What follows belongs to an exercise in optimizing a design on an open flow for a short achievable clock period and few clock cycles; a production flow would make more cautious choices.
The RTL was checked by simulation tests, not by an equivalence proof against the original design.
The flow treats the clock pin as an ideal source. Dropping or thinning the clock tree relies on that and would not hold on a real chip.
No activity file was given, so power comes from the tool's default toggle rates.

==> inputs of trial 13 <==
// ioga
module ioga (
    input  wire        clk,
    input  wire        rst,
    input  wire        tx_valid,
    output reg         tx_ready,
    input  wire [15:0] tx_code,
    input  wire [31:0] tx_data,
    output reg         rsp_valid,
    output reg  [31:0] rsp_data,
    output reg  [1:0]  rsp_status,    
    output reg         rsp_tc,        
    output reg         rsp_devwr,     
    output reg         irq_line,
    output reg         nmi_line,
    output reg         mem_req,
    output reg         mem_we,
    output reg  [31:0] mem_addr,
    output reg  [7:0]  mem_wdata,
    input  wire        mem_ack,
    input  wire [7:0]  mem_rdata,
    input  wire        mem_err
);
clock: 8.0 ns
lec_check: 0
cap_margin: 20
core_margin: 2
core_utilization: 50
place_density: 0.6
slew_margin: 20
standard.sh (not shown) runs the stock make flow with config.mk's settings and CLKGATE_MAP_FILE= SYNTH_SCRIPT=/design/flow/synth_recipe.tcl, a recipe that flattens the netlist after the stock synthesis.
==> flow/flow/run.sh <==
#!/bin/bash
# Layout flow: the standard flow (standard.sh) with two changes:
#  - the clock tree is built by flow/mycts.tcl (four root buffers on the
#    clock port, each driving the leaf buffers of one region of the core)
#    in place of TritonCTS, in a copy of the ORFS scripts whose cts.tcl
#    sources it; the rest of cts.tcl (timing repair, placement) is unchanged;
#  - timing repair aims at a larger setup margin.
# Synthesis is the standard one, run first and unchanged.
set -euo pipefail
here=$PWD
export SETUP_SLACK_MARGIN=${SETUP_SLACK_MARGIN_OVERRIDE:-6}
export MYCTS_TCL=$here/flow/mycts.tcl

rm -rf scripts_mod
cp -rp "$FLOW_HOME/scripts" scripts_mod
sed -i 's|log_cmd clock_tree_synthesis {\*}$cts_args|source $::env(MYCTS_TCL)|' scripts_mod/cts.tcl
grep -q 'MYCTS_TCL' scripts_mod/cts.tcl

bash standard.sh synth > synth.log 2>&1
bash standard.sh floorplan place > place.log 2>&1
bash standard.sh SCRIPTS_DIR=$here/scripts_mod cts > cts.log 2>&1
bash standard.sh finish > finish.log 2>&1
Other scripts of this flow, unchanged in this note and not shown: flow/flow/mycts.tcl
==> inputs of trial 97, as changes to trial 13 <==
--- a/flow/design.v
+++ b/flow/design.v
@@ -346,40 +346,28 @@
     end
     wire e_mem = d_op[O_DSTEP] && n_dma_nidle && !(dma_moved && cnt_is1) && n_dma_drq;
     wire r_free = !r_valid || x_adv;       
     reg         r_iss;         
     reg         s_dstep;       
     wire        tx_dstep  = (tx_code == 16'h4100);
     wire        q_dstep   = s_valid ? s_dstep : (tx_valid && tx_dstep);
     wire [31:0] la_addr_a  = dma_moved ? addr_step : n_dma_addr;
-    wire        la_nidle_a = n_dma_nidle && !(dma_moved && cnt_is1);
-    wire        la_drq_a   = n_dma_drq;
     wire        la_we_a    = !n_ctrl0;
-    wire        la_cnz_a   = op[O_RESET]  ? 1'b0 :
-                             op[O_WR_DCN] ? !x_dzero :
-                             dma_moved    ? !cnt_is1 : eff_cnt_nz;
     wire        b_reset  = e_valid && d_op[O_RESET];
     wire        b_wrdad  = e_valid && d_op[O_WR_DAD];
     wire        b_wrdct  = e_valid && d_op[O_WR_DCT];
     wire [31:0] rq_addr  = (x_adv && b_reset) ? 32'h0 : (x_adv && b_wrdad) ? e_d : la_addr_a;
     wire        rq_we    = (x_adv && b_reset) ? 1'b1 : (x_adv && b_wrdct) ? !e_d[0] : la_we_a;
-    wire        b_wrdcn  = e_valid && d_op[O_WR_DCN];
-    wire        b_lndrq  = e_valid && d_op[O_LN_DRQ];
-    wire [31:0] la_addr  = b_reset ? 32'h0 : b_wrdad ? e_d : la_addr_a;
-    wire        la_we    = b_reset ? 1'b1 : b_wrdct ? !e_d[0] : la_we_a;
-    wire        nm_cnz_a = op[O_RESET]  ? 1'b0 :
-                           op[O_WR_DCN] ? !x_dzero : eff_cnt_nz;
-    wire        la_drq   = b_reset ? 1'b0 : b_lndrq ? e_d[0] : la_drq_a;
-    wire        la_nidle = b_reset ? 1'b0 :
-                           (b_wrdcn && d_dzero) ? 1'b0 :
-                           (b_lndrq && e_d[0] && !la_drq_a && !n_dma_nidle && nm_cnz_a) ? 1'b1 :
-                           n_dma_nidle;
     wire        b_mem    = e_valid && (r_iss || (d_op[O_DSTEP] && n_dma_nidle && n_dma_drq));
-    wire        la_ok    = !rst_q && !x_mem && !b_mem && la_nidle && la_drq;
+    wire        a_dma    = op[O_WR_DAD] || op[O_WR_DCT] || op[O_WR_DCN] || op[O_LN_DRQ] ||
+                           op[O_RESET];
+    wire        b_dma    = e_valid && (d_op[O_DSTEP] || d_op[O_WR_DAD] || d_op[O_WR_DCT] ||
+                                       d_op[O_WR_DCN] || d_op[O_LN_DRQ] || d_op[O_RESET]);
+    wire        la_ok    = !rst_q && !x_mem && !a_dma && !b_dma && eff_nidle && dma_drq;
     wire        la_issue = q_dstep && la_ok;
     wire        x_issue  = x_adv && e_valid && e_mem && !r_iss;
     always @(posedge clk) begin
         if (rst) begin
             r_valid <= 1'b0;
             r_iss   <= 1'b0;
             s_valid <= 1'b0;
             tx_ready <= 1'b1;
@@ -463,19 +451,18 @@
             x_wh0m1   <= d_wh0m1;
             x_wh1m1   <= d_wh1m1;
             x_wh2m1   <= d_wh2m1;
             x_wh0z    <= d_wh0z;
             x_wh1z    <= d_wh1z;
         end
         mem_addr <= rq_addr;
         mem_we   <= rq_we;
-        mem_wdata <= la_issue ?
-                         (r_free ? (s_valid ? s_d[7:0] : tx_data[7:0]) : r_d[7:0]) :
-                         (x_adv ? e_d[7:0] : x_d[7:0]);
+        mem_wdata <= (x_adv && !b_mem) ? (s_valid ? s_d[7:0] : tx_data[7:0]) :
+                     (x_adv ? e_d[7:0] : x_d[7:0]);
     end
     reg [31:0] r_data;
     always @* begin
         r_data = 32'h0;
         if (op[O_RD_VEC])
             for (i = 0; i < 16; i = i + 1)
                 if (x_oh[i])
                     r_data = r_data | {19'h0, vec_int[i], 2'b00, vec_ext[i],
==> inputs of trial 18, as changes to trial 13 <==
--- a/flow/design.v
+++ b/flow/design.v
@@ -219,26 +219,37 @@
     wire        n_nmi_pend = ((nmi_pend & !(x_nclr || (op[O_ACK_N] && act_nmi))) ||
                               (x_nset && nmi_en)) && !op[O_RESET];
     wire kill_vec = |(x_vdis & act_vec & ~vec_forced);
     reg irq_q, nmi_q;
     wire none_after = !(irq_q || nmi_q) ||
                       (ack_i && irq_q) ||
                       (op[O_ACK_N] && nmi_q) ||
                       kill_vec || op[O_RESET];
-    wire [32:0] cand = {n_sh_pend, n_softlo, n_vec_pend, n_nmi_pend};
-    reg  [32:0] first;
-    reg         seen;
+    wire rel = (ack_i && irq_q) || (op[O_ACK_N] && nmi_q) || kill_vec;
+    wire [32:0] cand_r = {sh_pend, softlo, vec_pend, nmi_pend} &
+                         ~{act_shi, act_slo, act_vec, act_nmi};
+    wire [32:0] cand_n = {x_hset | (x_hld & sh_forced),
+                          x_lset,
+                          (x_vset & vec_en) | (x_vld & vec_forced) | tick_set,
+                          x_nset && nmi_en};
+    reg  [32:0] first_r, first_n;
+    reg         seen_r, seen_n;
     always @* begin
-        seen = 1'b0;
+        seen_r = 1'b0;
+        seen_n = 1'b0;
         for (i = 0; i < 33; i = i + 1) begin
-            first[i] = cand[i] && !seen;
-            seen = seen || cand[i];
+            first_r[i] = cand_r[i] && !seen_r;
+            first_n[i] = cand_n[i] && !seen_n;
+            seen_r = seen_r || cand_r[i];
+            seen_n = seen_n || cand_n[i];
         end
     end
+    wire [32:0] first = op[O_RESET] ? 33'h0 : rel ? first_r : first_n;
+    wire [32:0] cand  = op[O_RESET] ? 33'h0 : rel ? cand_r  : cand_n;
     reg [7:0] act_vector;
     always @* begin
         act_vector = 8'h00;
         for (i = 0; i < 16; i = i + 1)
             if (act_vec[i]) act_vector = act_vector | vec_vector[i];
         for (i = 0; i < 8; i = i + 1) begin
             if (act_slo[i]) act_vector = act_vector | (8'h8F + 8'h10 * i[7:0]);
             if (act_shi[i]) act_vector = act_vector | sh_vector[i];
@@ -346,40 +357,28 @@
     end
     wire e_mem = d_op[O_DSTEP] && n_dma_nidle && !(dma_moved && cnt_is1) && n_dma_drq;
     wire r_free = !r_valid || x_adv;       
     reg         r_iss;         
     reg         s_dstep;       
     wire        tx_dstep  = (tx_code == 16'h4100);
     wire        q_dstep   = s_valid ? s_dstep : (tx_valid && tx_dstep);
     wire [31:0] la_addr_a  = dma_moved ? addr_step : n_dma_addr;
-    wire        la_nidle_a = n_dma_nidle && !(dma_moved && cnt_is1);
-    wire        la_drq_a   = n_dma_drq;
     wire        la_we_a    = !n_ctrl0;
-    wire        la_cnz_a   = op[O_RESET]  ? 1'b0 :
-                             op[O_WR_DCN] ? !x_dzero :
-                             dma_moved    ? !cnt_is1 : eff_cnt_nz;
     wire        b_reset  = e_valid && d_op[O_RESET];
     wire        b_wrdad  = e_valid && d_op[O_WR_DAD];
     wire        b_wrdct  = e_valid && d_op[O_WR_DCT];
     wire [31:0] rq_addr  = (x_adv && b_reset) ? 32'h0 : (x_adv && b_wrdad) ? e_d : la_addr_a;
     wire        rq_we    = (x_adv && b_reset) ? 1'b1 : (x_adv && b_wrdct) ? !e_d[0] : la_we_a;
-    wire        b_wrdcn  = e_valid && d_op[O_WR_DCN];
-    wire        b_lndrq  = e_valid && d_op[O_LN_DRQ];
-    wire [31:0] la_addr  = b_reset ? 32'h0 : b_wrdad ? e_d : la_addr_a;
-    wire        la_we    = b_reset ? 1'b1 : b_wrdct ? !e_d[0] : la_we_a;
-    wire        nm_cnz_a = op[O_RESET]  ? 1'b0 :
-                           op[O_WR_DCN] ? !x_dzero : eff_cnt_nz;
-    wire        la_drq   = b_reset ? 1'b0 : b_lndrq ? e_d[0] : la_drq_a;
-    wire        la_nidle = b_reset ? 1'b0 :
-                           (b_wrdcn && d_dzero) ? 1'b0 :
-                           (b_lndrq && e_d[0] && !la_drq_a && !n_dma_nidle && nm_cnz_a) ? 1'b1 :
-                           n_dma_nidle;
     wire        b_mem    = e_valid && (r_iss || (d_op[O_DSTEP] && n_dma_nidle && n_dma_drq));
-    wire        la_ok    = !rst_q && !x_mem && !b_mem && la_nidle && la_drq;
+    wire        a_dma    = op[O_WR_DAD] || op[O_WR_DCT] || op[O_WR_DCN] || op[O_LN_DRQ] ||
+                           op[O_RESET];
+    wire        b_dma    = e_valid && (d_op[O_DSTEP] || d_op[O_WR_DAD] || d_op[O_WR_DCT] ||
+                                       d_op[O_WR_DCN] || d_op[O_LN_DRQ] || d_op[O_RESET]);
+    wire        la_ok    = !rst_q && !x_mem && !a_dma && !b_dma && eff_nidle && dma_drq;
     wire        la_issue = q_dstep && la_ok;
     wire        x_issue  = x_adv && e_valid && e_mem && !r_iss;
     always @(posedge clk) begin
         if (rst) begin
             r_valid <= 1'b0;
             r_iss   <= 1'b0;
             s_valid <= 1'b0;
             tx_ready <= 1'b1;
@@ -463,19 +462,18 @@
             x_wh0m1   <= d_wh0m1;
             x_wh1m1   <= d_wh1m1;
             x_wh2m1   <= d_wh2m1;
             x_wh0z    <= d_wh0z;
             x_wh1z    <= d_wh1z;
         end
         mem_addr <= rq_addr;
         mem_we   <= rq_we;
-        mem_wdata <= la_issue ?
-                         (r_free ? (s_valid ? s_d[7:0] : tx_data[7:0]) : r_d[7:0]) :
-                         (x_adv ? e_d[7:0] : x_d[7:0]);
+        mem_wdata <= (x_adv && !b_mem) ? (s_valid ? s_d[7:0] : tx_data[7:0]) :
+                     (x_adv ? e_d[7:0] : x_d[7:0]);
     end
     reg [31:0] r_data;
     always @* begin
         r_data = 32'h0;
         if (op[O_RD_VEC])
             for (i = 0; i < 16; i = i + 1)
                 if (x_oh[i])
                     r_data = r_data | {19'h0, vec_int[i], 2'b00, vec_ext[i],
==> notes.md <==
| metric | trial 97 | trial 13 | trial 18 |
|---|---|---|---|
| Result of the run | complete, no violations | complete, no violations | complete, no violations |
| Comb power | 0.000457 W | 0.000436 W | 0.000419 W |
| Instance count after placement with tap cells included | 6674 | 6760 | 6838 |
| Stages on worst setup path | 1 | 8 | 1 |
| Number of DRC violations after detailed-routing iteration 0 | 7315 | 7538 | 7352 |
| Proportion of synthesized area in mux cells | 0.0619 | 0.0513 | 0.0599 |
| Post-Synth Adder-Cell Area | 0.0202 | 0.0203 | 0.0202 |
| Routed WL | 215000 um | 219000 um | 224000 um |
| Slowest CP cell | sky130_fd_sc_hd__dfxtp_2 | sky130_fd_sc_hd__a2111o_1 | sky130_fd_sc_hd__dfxtp_4 |
| Combined area of the multi-input logic cells | 26300 sq um | 26200 sq um | 26800 sq um |
| Multi-input gate share of the layout cell area | 0.399 | 0.391 | 0.401 |
| Slew margin rel. | 0.201 | 0.0720 | 0.385 |
| Total die area | 108000 sq um | 107000 sq um | 109000 sq um |
Testbench counts of trial 13, summed over its fixed seeds: cycles 32,657.
Testbench counts of trial 97, summed over its fixed seeds: cycles 32,754.
Testbench counts of trial 18, summed over its fixed seeds: cycles 32,754.
No run of this note takes its clock network from TritonCTS; it comes from the design's own scripts or RTL.

-- static timing again, ports no longer ideal --
How much do the figures lean on ideal ports? The routed layouts below were timed once more, with nothing changed but the port constraints.
Step 1 assumes that a clkbuf_16 drives the clock port and a buf_2 every other input.
Step 2 adds t to the input delays and takes it off the output delays; t is the mean of the earliest and latest rising clock arrival at the registers after step 1. Input paths then give back, and output paths get back, about the clock's delay inside the block.
Slacks: ideal ports / drivers / drivers and shift; pairs: ideal ports / drivers.
| run | shift t [ns] | setup WS [ns] | worst data-port slew with drivers (ns) |
|---|---|---|---|
| trial 13 | 0.629 | 4.784 / 4.917 / 4.288 | 0.06 |
| trial 97 | 0.639 | 5.411 / 5.241 / 5.030 | 0.07 |
| trial 18 | 0.654 | 5.384 / 5.210 / 4.912 | 0.09 |
After both steps every run listed still meets setup and hold. For trial 13, which loses most, drivers alone change the setup slack by +0.133 ns; drivers and shift together by -0.496 ns.
